Context: an optimization exercise on an open-source flow, tuned for small area. The choices shown serve that exercise and are no tape-out recipe. In this exercise RTL edits were held to simulation tests only and were not proved equivalent to the original.

// swuart_bt
module swuart_bt (
    input  wire        clk,
    input  wire        rst,             
    input  wire        tick,            
    input  wire        rx_in,           
    input  wire        state_in,        
    input  wire        req_valid,
    input  wire [15:0] req_word,
    output wire        req_ready,       
    output wire [31:0] resp_data,
    output wire        resp_fault,
    output wire [1:0]  resp_code,
    output wire        tx_out,
    output wire        evt_connect,
    output wire        evt_disconnect
);
    localparam integer NMD_LIMIT       = 60;
    localparam integer TICKS_PER_MS    = 29;
    localparam integer TICKS_PER_EPOCH = 7200;
    localparam [3:0] OP_INIT        = 4'h1;
    localparam [3:0] OP_WAIT_READY  = 4'h2;
    localparam [3:0] OP_STATUS      = 4'h3;
    localparam [3:0] OP_WRITE       = 4'h4;
    localparam [3:0] OP_AVAILABLE   = 4'h5;
    localparam [3:0] OP_READ        = 4'h6;
    localparam [3:0] OP_CLOCK_RESET = 4'h7;
    localparam [3:0] OP_CLOCK_READ  = 4'h8;
    localparam [3:0] OP_CLOCK_PRESET= 4'h9;
    reg         enabled;
    reg         rx_act;           
    reg  [1:0]  rx_sub;           
    reg  [8:0]  rx_sr;
    reg         nmd_f;
    reg         tx_busy;
    reg  [1:0]  tx_sub;
    reg  [8:0]  tx_sr;            
    reg         tx_line;
    reg  [7:0]  ring [0:31];
    reg  [4:0]  rb_hp;            
    reg  [5:0]  rb_cnt;
    reg  [7:0]  rb_pend;
    reg  [31:0] ms_clock;
    reg  [4:0]  ms_sub;
    reg  [12:0] epoch_sub;
    reg  [4:0]  hist;             
    reg         epoch_evt;        
    reg  [2:0]  init_cd;
    wire connected = &hist[3:0];
    wire was_connected = &hist[4:1];
  ...
Size in the first run: about 1000 cells after synthesis, roughly 360 flip-flops, roughly 61 I/O pins, ~12000 um2 of cells after synthesis.
export LEC_CHECK = 0
export CAP_MARGIN = 0
export CORE_MARGIN = 2
export CORE_UTILIZATION = 80
export PLACE_DENSITY = 0.9
export SLEW_MARGIN = 0
create_clock -name core_clock -period 10.0 [get_ports {clk}]
standard.sh (not shown) runs the stock make flow with config.mk's settings and CLKGATE_MAP_FILE= SYNTH_SCRIPT=/design/flow/synth_recipe.tcl, a recipe that flattens the netlist after the stock synthesis.
==> flow/flow/run.sh <==
#!/bin/bash
# Own layout flow: the standard ORFS flow (standard.sh) with these changes:
#  - synthesis is the standard synthesis script (synth_recipe.tcl, unchanged),
#    except that the ABC call that maps the combinational logic uses the
#    area-oriented script flow/area.abc with a 10 ns delay target instead of
#    ORFS's speed script (registers are mapped before ABC and are unchanged);
#  - the port buffers are sky130_fd_sc_hd__buf_1 (still one per port);
#  - CTS uses clkbuf_8 with larger sink clusters and no dummy loads.
# Each step's full output is in orfs/logs/...; make's own output in flow_make.log.
set -euo pipefail
W=$(pwd)
cat > "$W/flow_synth.tcl" <<EOT
proc abc {args} {
  set i [lsearch \$args -script]
  if {\$i >= 0} { set args [lreplace \$args \$i [expr {\$i+1}] -script $W/flow/area.abc] }
  set j [lsearch \$args -D]
  if {\$j >= 0} { set args [lreplace \$args \$j [expr {\$j+1}] -D 10000] }
  puts "flow_synth.tcl: abc \$args"
  yosys abc {*}\$args
}
source $W/synth_recipe.tcl
EOT
sed "s#SYNTH_SCRIPT=[^ ]*#SYNTH_SCRIPT=$W/flow_synth.tcl#" standard.sh > flow_standard.sh
grep -q "SYNTH_SCRIPT=$W/flow_synth.tcl" flow_standard.sh
bash flow_standard.sh \
  "BUFFER_PORTS_ARGS=-buffer_cell sky130_fd_sc_hd__buf_1" \
  "CTS_ARGS=-sink_clustering_enable -repair_clock_nets -dont_use_dummy_load -buf_list sky130_fd_sc_hd__clkbuf_8 -sink_clustering_size 20 -sink_clustering_max_diameter 50" \
  finish > flow_make.log 2>&1
==> flow/flow/area.abc <==
strash
&get -n
&fraig -x
&put
scorr
dc2
dretime
strash
&get -n
&dch -f
&nf -R 1000
&put
Change:
- CORE_UTILIZATION: 80 -> 70
- PLACE_DENSITY: 0.9 -> 0.8
Wire length goes down by a little under a tenth.
First-iteration DRC count goes down by a quarter to a third.
Utilization goes down by 10 points.
Maximum frequency goes up slightly.
Register-to-register slack improves by 0.11 ns.
Change:
--- a/flow/flow/run.sh
+++ b/flow/flow/run.sh
@@ -27 +27 @@
-  "CTS_ARGS=-sink_clustering_enable -repair_clock_nets -dont_use_dummy_load -buf_list sky130_fd_sc_hd__clkbuf_8 -sink_clustering_size 20 -sink_clustering_max_diameter 50" \
+  "CTS_ARGS=-sink_clustering_enable -repair_clock_nets -dont_use_dummy_load -buf_list sky130_fd_sc_hd__clkbuf_8 -sink_clustering_size 20 -sink_clustering_max_diameter 100" \
Maximum frequency shrinks by 0.36%; routed wire length hardly moves; flip-flop and latch count stays the same.

-- re-timing with driven ports --
No port has a modelled driver above. Below, the same layouts with a new extraction and two added sets of constraints.
Step 1 sets driving cells, clkbuf_16 on the clock port and buf_2 on the other inputs (assumed; they add their load-dependent delay and slew).
Step 2 also shifts input and output timing later by t, the mid clock arrival at the registers, as if the neighbouring blocks saw the same clock.
Slacks: no drivers / after step 1 / after step 2; pairs: no drivers / after step 1.
run	shift t [ns]	setup slack, ns	hold slack, ns	pins driven straight from the clock port
the first run	0.594	1.837 / 1.858 / 1.264	0.298 / 0.298 / 0.298	1
the second run	0.598	1.863 / 1.879 / 1.281	0.299 / 0.299 / 0.299	1
the third run	0.572	1.834 / 1.856 / 1.285	0.332 / 0.332 / 0.332	1
After both steps setup and hold are still met in every run listed. For the second run, which loses most, drivers alone change the setup slack by +0.016 ns; drivers and shift together by -0.582 ns.
